What follows belongs to an exercise in optimizing a design on an open flow for small area; a production flow would make more cautious choices.
The RTL of this run was laid out without a check of its function.
Power and IR drop assume default switching activity.

--- flow/run.sh ---
#!/bin/bash
# synth_recipe.tcl (not shown) runs the flow's synth.tcl, then flattens the netlist and writes it again
# the make line also repeats each setting of config.mk as NAME=value (left out here)
make -C /OpenROAD-flow-scripts/flow DESIGN_CONFIG=/design/flow/config.mk WORK_HOME=/design/flow/orfs CLKGATE_MAP_FILE= SYNTH_SCRIPT=/design/flow/synth_recipe.tcl finish
--- flow/config.mk ---
export PLATFORM = sky130hd
export DESIGN_NAME = grabber
export DESIGN_NICKNAME = grabber
export VERILOG_FILES = /design/flow/design.v
export SDC_FILE = /design/flow/constraint.sdc
export NUM_CORES = 4
export LEC_CHECK = 0
export CAP_MARGIN = 20
export CORE_MARGIN = 2
export CORE_UTILIZATION = 30
export PLACE_DENSITY = 0.5
export SLEW_MARGIN = 20
--- flow/constraint.sdc ---
create_clock -name core_clock -period 5.0 [get_ports {clk}]
set_input_delay 1.0000 -clock core_clock [delete_from_list [all_inputs] [get_ports {clk}]]
set_output_delay 1.0000 -clock core_clock [all_outputs]
set_load 0.01 [all_outputs]
--- flow/design.v ---
module grabber_codec (
    input  wire [27:0] word,
    output wire [23:0] data,
    output wire        spare,
    output wire        lval,
    output wire        fval,
    output wire        dval
);
    assign data[0]  = word[0];
    assign data[1]  = word[1];
    assign data[2]  = word[2];
    assign data[3]  = word[3];
    assign data[4]  = word[4];
    assign data[5]  = word[6];
    assign data[6]  = word[27];
    assign data[7]  = word[5];
    assign data[8]  = word[7];
    assign data[9]  = word[8];
    assign data[10] = word[9];
    assign data[11] = word[12];
    assign data[12] = word[13];
    assign data[13] = word[14];
    assign data[14] = word[10];
    assign data[15] = word[11];
    assign data[16] = word[15];
    assign data[17] = word[18];
    assign data[18] = word[19];
    assign data[19] = word[20];
    assign data[20] = word[21];
    assign data[21] = word[22];
    assign data[22] = word[16];
    assign data[23] = word[17];
    assign spare = word[23];
    assign lval  = word[24];
    assign fval  = word[25];
    assign dval  = word[26];
endmodule
module grabber_parser #(
    parameter W = 10
) (
    input  wire         clk,
    input  wire         rst,
    input  wire [27:0]  word,
    output wire [W-1:0] s_x,
    output wire [W-1:0] s_y,
    output wire [7:0]   s_a,
    output wire [7:0]   s_b,
    output wire [7:0]   s_c,
    output wire         s_strobe,
    output wire         s_eof
);
    wire [23:0] data;
    wire        spare, lval, fval, dval;
    grabber_codec u_codec (
        .word (word),
        .data (data),
        .spare(spare),
        .lval (lval),
        .fval (fval),
        .dval (dval)
    );
    reg [W-1:0] x;
    reg [W-1:0] y;
    reg         last_lval;
    reg         last_fval;
    assign s_x      = x;
    assign s_y      = y;
    assign s_a      = data[7:0];
    assign s_b      = data[15:8];
    assign s_c      = data[23:16];
    assign s_strobe = dval;
    assign s_eof    = ~fval;
    always @(posedge clk) begin
        if (rst) begin
            x         <= {W{1'b0}};
            y         <= {W{1'b0}};
            last_lval <= 1'b0;
            last_fval <= 1'b0;
        end else begin
            if (lval)
                x <= x + 1'b1;
            else
                x <= {W{1'b0}};
            if (!fval)
                y <= {W{1'b0}};
            else if (!lval && last_lval && last_fval)
                y <= y + 1'b1;
            last_lval <= lval;
            last_fval <= fval;
        end
    end
endmodule
module grabber_roi_engine #(
    parameter W     = 10,
    parameter SHIFT = 0,
    parameter SUM_W = 30
) (
    input  wire             clk,
    input  wire             rst,
    input  wire [W-1:0]     s_x,
    input  wire [W-1:0]     s_y,
    input  wire [7:0]       s_a,
    input  wire [7:0]       s_b,
    input  wire [7:0]       s_c,
    input  wire             s_strobe,
    input  wire             s_eof,
    input  wire             ack,
    input  wire             we,
    input  wire [1:0]       sel,
    input  wire [W-1:0]     wval,
    output wire [SUM_W-1:0] sum,
    output wire             out_strobe
);
    localparam PIXVAL_W = 10;
    localparam PV_W     = PIXVAL_W - SHIFT;
    reg [W-1:0] x0, x1, y0, y1;
    reg            x_good, y_good;
    reg            stb1;
    reg [PV_W-1:0] val1;
    reg [SUM_W-1:0] sum_r;
    reg             done;
    reg             ostb;
    assign sum        = sum_r;
    assign out_strobe = ostb;
    wire [PIXVAL_W-1:0] pixval = {2'b00, s_a} + {2'b00, s_b} + {2'b00, s_c};
    wire [PV_W-1:0]     pv     = pixval >> SHIFT;
    reg xg, yg;
    always @(*) begin
        xg = x_good;
        if (s_x == x0) xg = 1'b1;
        if (s_x == x1) xg = 1'b0;
        yg = y_good;
        if (s_y == y0) yg = 1'b1;
        if (s_y == y1) yg = 1'b0;
    end
    wire add = x_good & y_good & stb1;
    wire clr = ostb & ack;
    always @(posedge clk) begin
        if (rst) begin
            x0     <= {W{1'b0}};
            x1     <= {W{1'b0}};
            y0     <= {W{1'b0}};
            y1     <= {W{1'b0}};
            x_good <= 1'b0;
            y_good <= 1'b0;
            stb1   <= 1'b0;
            val1   <= {PV_W{1'b0}};
            sum_r  <= {SUM_W{1'b0}};
            done   <= 1'b0;
            ostb   <= 1'b0;
        end else begin
            if (we) begin
                case (sel)
                    2'd0: x0 <= wval;
                    2'd1: x1 <= wval;
                    2'd2: y0 <= wval;
                    2'd3: y1 <= wval;
                endcase
            end
            x_good <= xg;
            y_good <= yg;
            stb1   <= s_strobe;
            val1   <= pv;
            if (add) begin
                sum_r <= sum_r + val1;
                done  <= 1'b1;
            end
            if (done && s_eof)
                ostb <= 1'b1;
            if (clr) begin
                ostb  <= 1'b0;
                sum_r <= {SUM_W{1'b0}};
                done  <= 1'b0;
            end
        end
    end
endmodule
module grabber (
    input  wire                clk,
    input  wire                rst,
    input  wire [27:0]         word,
    input  wire [4*16-1:0]     hctl,
    input  wire [10*16-1:0]    hval,
    output wire [30*16-1:0]    sum_o,
    output wire [16-1:0]       out_strobe
);
    localparam N_ENG = 16;
    localparam W     = 10;
    localparam OUT_W = 30;
    wire [W-1:0] s_x, s_y;
    wire [7:0]   s_a, s_b, s_c;
    wire         s_strobe, s_eof;
    grabber_parser #(.W(W)) u_parser (
        .clk     (clk),
        .rst     (rst),
        .word    (word),
        .s_x     (s_x),
        .s_y     (s_y),
        .s_a     (s_a),
        .s_b     (s_b),
        .s_c     (s_c),
        .s_strobe(s_strobe),
        .s_eof   (s_eof)
    );
    genvar k;
    generate
        for (k = 0; k < N_ENG; k = k + 1) begin : g_eng
            localparam SHIFT = k / 4;
            localparam SUM_W = OUT_W - SHIFT;
            wire [SUM_W-1:0] sum_k;
            grabber_roi_engine #(.W(W), .SHIFT(SHIFT), .SUM_W(SUM_W)) u_eng (
                .clk       (clk),
                .rst       (rst),
                .s_x       (s_x),
                .s_y       (s_y),
                .s_a       (s_a),
                .s_b       (s_b),
                .s_c       (s_c),
                .s_strobe  (s_strobe),
                .s_eof     (s_eof),
                .ack       (hctl[4*k+3]),
                .we        (hctl[4*k+2]),
                .sel       (hctl[4*k+1:4*k]),
                .wval      (hval[W*k +: W]),
                .sum       (sum_k),
                .out_strobe(out_strobe[k])
            );
            assign sum_o[OUT_W*k +: OUT_W] = {{SHIFT{1'b0}}, sum_k};
        end
    endgenerate
endmodule
==> results.sh <==
export IMPL_run_status="timing/DRC/antenna clean"
export IMPL_cts_buffers=145
export IMPL_layout_worst_path_cycle_share_pct=71.8
export IMPL_route_detailed_drc=0
export IMPL_row_count=162
export IMPL_cap_viol_max_count=0
export IMPL_ff2ff_setup_slack_ns=1.41
export IMPL_initial_core_util_pct=30.1
export IMPL_antenna_found_initial=24
export IMPL_post_drt_via_cell_ratio=4.96
export IMPL_post_cts_resized=0
export IMPL_post_cts_setup_buffers=0
export IMPL_grt_ovfl_total=0
export IMPL_fp_dieW_um=446
export IMPL_clock_sink_count=1193
export IMPL_synthesized_netlist_cell_count=6898
export IMPL_synth_area_per_cell_sq_um=8.49
export IMPL_setup_skew_after_layout_ns=0.0410
export IMPL_route_antenna_remaining_nets=0
export IMPL_crit_path_start="g_eng[14].u_eng.stb1$_SDFF_PP0_"
export IMPL_sequential_share_of_the_synthesized_area_pct=40.8
export IMPL_total_routed_length_um=206000
export IMPL_slew_violations=0
export IMPL_holdBufCountCts=0
export IMPL_whs_ns=0.464
export IMPL_yosys_most_used_dff="sky130_fd_sc_hd__dfxtp_1"
export IMPL_timing_setup_tns_ns=0
export IMPL_critical_path_endpoint_type="flip-flop"
export IMPL_cts_htree_levels=4
export IMPL_max_slew_worst_pin_slew_ns=1.17
export IMPL_via_count_of_the_first_global_routing_pass=47900
export IMPL_rsz0062_at_grt="no"
export IMPL_rr_endpoint="g_eng[5].u_eng.sum_r[25]$_SDFFE_PP0P_"
export IMPL_flow_area_growth_from_synthesis_pct=25.1
export IMPL_design_die_area_sq_um=199000
export IMPL_dpl_hpwl_um=148000
export IMPL_worst_relative_slew_slack_pct=21.8
export IMPL_postSynthRegisterBits=1193
export IMPL_place_inst=9879
export IMPL_buffer_ports_inserted=724
export IMPL_layout_cells_sized_above_1_pct=5.28
export IMPL_synthTopCellsByArea="sky130_fd_sc_hd__dfxtp_1, sky130_fd_sc_hd__xnor2_1, sky130_fd_sc_hd__nand2_1"
export IMPL_placeableCoreArea_sq_um=194000
export IMPL_async_reset_ff_share_pct=0
export IMPL_num_nets_final=7910
export IMPL_fmax_mhz=279
export IMPL_worst_ep_required_time_ns=5.67
export IMPL_globalplace_congestion=0.851
export IMPL_setup_viol=0
export IMPL_tritoncts_clock_tree="built"
export IMPL_worstPathMaxFanout=24
export IMPL_drt_iter0_drc=2884
export IMPL_cts_max_path_buffers=3
export IMPL_total_leakage_power_uw=0.0278
export IMPL_final_instance_count_excl_fill=10200
export IMPL_hold_viol=0
export IMPL_rr_startpoint="g_eng[14].u_eng.stb1$_SDFF_PP0_"
export IMPL_global_route_wire_length_before_repair_um=305000
export IMPL_finalCriticalPeriod_ns=3.59
export IMPL_maximum_number_of_pins_on_one_net_before_global_route_repair=233
export IMPL_yosysUniqueCellTypes=76
export IMPL_layout_commonest_cell="sky130_fd_sc_hd__dfxtp_1"
export IMPL_p_per_area_nw_per_um2=322
export IMPL_mappedNetlistArea_sq_um=58500
export IMPL_floorplan_die_height_um=446
export IMPL_first_pass_iters=5
export IMPL_number_of_enable_flip_flop_cells_after_synthesis=0
export IMPL_crit_path_start_kind="flip-flop"
export IMPL_clock_latency_ns=0.82
export IMPL_path_clk_slew_ns=0.06
export IMPL_yosys_warnings=5
export IMPL_p_total_uw=23600
export IMPL_final_cell_mix="sky130_fd_sc_hd__dfxtp_1, sky130_fd_sc_hd__nand2_1, sky130_fd_sc_hd__nor2_1"
export IMPL_endpoint="g_eng[5].u_eng.sum_r[25]$_SDFFE_PP0P_"
export IMPL_num_io_pins=750
export IMPL_crit_arrival_ns=4.26
export IMPL_netlist_area_leader_share_pct=40.8
export IMPL_r2r_cells=6
export IMPL_grt_util_all_layers_pct=20.0
export IMPL_ir_worst_vdd_v=0.000313
export IMPL_vias=50400
export IMPL_detailed_route_wire_length_per_cell_um=20.2
export IMPL_critPathKind="reg -> reg"
export IMPL_timing_hold_worst_class="reg -> reg"
export IMPL_clk_root_buffer_cell="sky130_fd_sc_hd__clkbuf_16"
export IMPL_synth_largest_area_cell="sky130_fd_sc_hd__dfxtp_1"
## critical path, cell delays in order, from the launching register on
cell	delay, ns
sky130_fd_sc_hd__dfxtp_2	0.80
sky130_fd_sc_hd__nand3_1	0.48
sky130_fd_sc_hd__nor3_1	0.51
sky130_fd_sc_hd__nand4_1	0.70
sky130_fd_sc_hd__a2111oi_0	0.71
sky130_fd_sc_hd__xnor2_1	0.18
sky130_fd_sc_hd__nor2_1	0.05
## final cells by class
cell class / instances / area (sq um)
Antenna cell: 22 / 55.1
Clock buffer: 209 / 4230
Clock inverter: 52 / 771
Fill cell: 19700 / 121000
Inverter: 98 / 368
Multi-Input combinational cell: 5251 / 32900
Sequential cell: 1193 / 23900
Tap cell: 2542 / 3180
Timing Repair Buffer: 795 / 7810
## cells in the mapped netlist (all sizes together), types with 13 or more instances
cell	n
dfxtp	1193
nand2	1001
nor2	779
a21oi	586
xnor2	564
xor2	389
mux2i	310
clkbuf	252
nand3	161
nor4	155
ha	154
nand4	128
buf	127
nor3	125
o21ai	122
inv	98
and3	71
a211oi	68
or3	59
a21o	50
o211ai	40
or4	37
a41oi	34
nand2b	34
or2	33
o21a	28
nor3b	26
o31ai	26
nand3b	25
nor2b	25
a2111oi	24
and4	19
fa	18
nor4b	18
a31oi	16
and2	14
a22o	13
## per-layer routing
metal  share of wire, %  wire length [um]  global-route usage, %  up-vias
li1                   -                 -                      -    24800
met1                 44             90300                   25.4    24100
met2                 48             98100                   33.6     1151
met3                5.0             10300                   3.62      274
met4                3.3              6880                   7.59        0
met5                  0                 0                      0        -
## per-stage QoR
step	setup slack, ns	cell area [sq um]	utilization [%]
3_5_place_dp	1.01	68200	35.1
3_3_place_gp	0.917	68100	35.1
4_1_cts	1.28	73200	37.6
2_1_floorplan	1.74	58600	-
6_report	1.41	73200	37.7
5_1_grt	1.03	73200	37.7
## cells by family (layout without fill, tap and decap cells)
kind of cell,Yosys count,after routing,synth area share (%)
compound gates,1069,1069,11.0
fa+ha+maj,172,172,3.91
flops,1193,1193,40.8
other cells,1,46,0.00641
simple gates,2722,2722,21.4
xor+xnor,953,953,14.3
buf+inv,477,1154,3.35
mux,311,311,5.32
## sequential cells by signal, indices dropped and copies added, names as in the netlist
register,flops
u_parser.x,10
g_eng.u_eng.y0,160
g_eng.u_eng.y1,160
u_parser.last_fval,1
g_eng.u_eng.ostb,16
g_eng.u_eng.x_good,16
g_eng.u_eng.sum_r,456
u_parser.y,10
u_parser.last_lval,1
g_eng.u_eng.x0,160
g_eng.u_eng.val1,10
g_eng.u_eng.done,16
g_eng.u_eng.x1,160
g_eng.u_eng.stb1,1
g_eng.u_eng.y_good,16
## power breakdown
group / internal [uW] / switching, uW / leakage (uW)
clock: 6600 / 4480 / 0.00246
sequential: 9750 / 257 / 0.00967
combinational: 1020 / 1490 / 0.0156
## worst min-delay path by stage
stage / startpoint / endpoint / slack, ns / cells after the start
floorplan: g_eng[0].u_eng.done$_SDFFE_PP0P_ / g_eng[0].u_eng.done$_SDFFE_PP0P_ / 0.44 / 2
detailed placement: g_eng[1].u_eng.y1[9]$_SDFFE_PP0P_ / g_eng[1].u_eng.y1[9]$_SDFFE_PP0P_ / 0.46 / 2
global route: g_eng[10].u_eng.y0[0]$_SDFFE_PP0P_ / g_eng[10].u_eng.y0[0]$_SDFFE_PP0P_ / 0.48 / 2
CTS: g_eng[3].u_eng.y1[9]$_SDFFE_PP0P_ / g_eng[3].u_eng.y1[9]$_SDFFE_PP0P_ / 0.47 / 2
global placement: g_eng[0].u_eng.done$_SDFFE_PP0P_ / g_eng[0].u_eng.done$_SDFFE_PP0P_ / 0.45 / 2
finish: g_eng[13].u_eng.y1[7]$_SDFFE_PP0P_ / g_eng[13].u_eng.y1[7]$_SDFFE_PP0P_ / 0.46 / 2

-- port drivers added, routing unchanged --
No port has a modelled driver above. Below, the same layout with a new extraction and two added sets of constraints.
Step 1, drivers: a clkbuf_16 drives clk and a buf_2 each remaining input, both assumed.
Step 2 adds t to the input delays and takes it off the output delays; t is the mean of the earliest and latest rising clock arrival at the registers after step 1. Input paths then give back, and output paths get back, about the clock's delay inside the block.
Three values: ideal, step 1, step 2; two values: the first two.
t (ns): 0.882
setup slack, ns: 1.410 / 1.410 / 0.961
hold WS [ns]: 0.464 / 0.464 / 0.464
worst setup path at the end: input to register
worst data-port slew with drivers (ns): 0.18
After both steps this run still meets setup and hold. For this run, drivers alone change the setup slack by 0.000 ns; drivers and shift together by -0.449 ns.
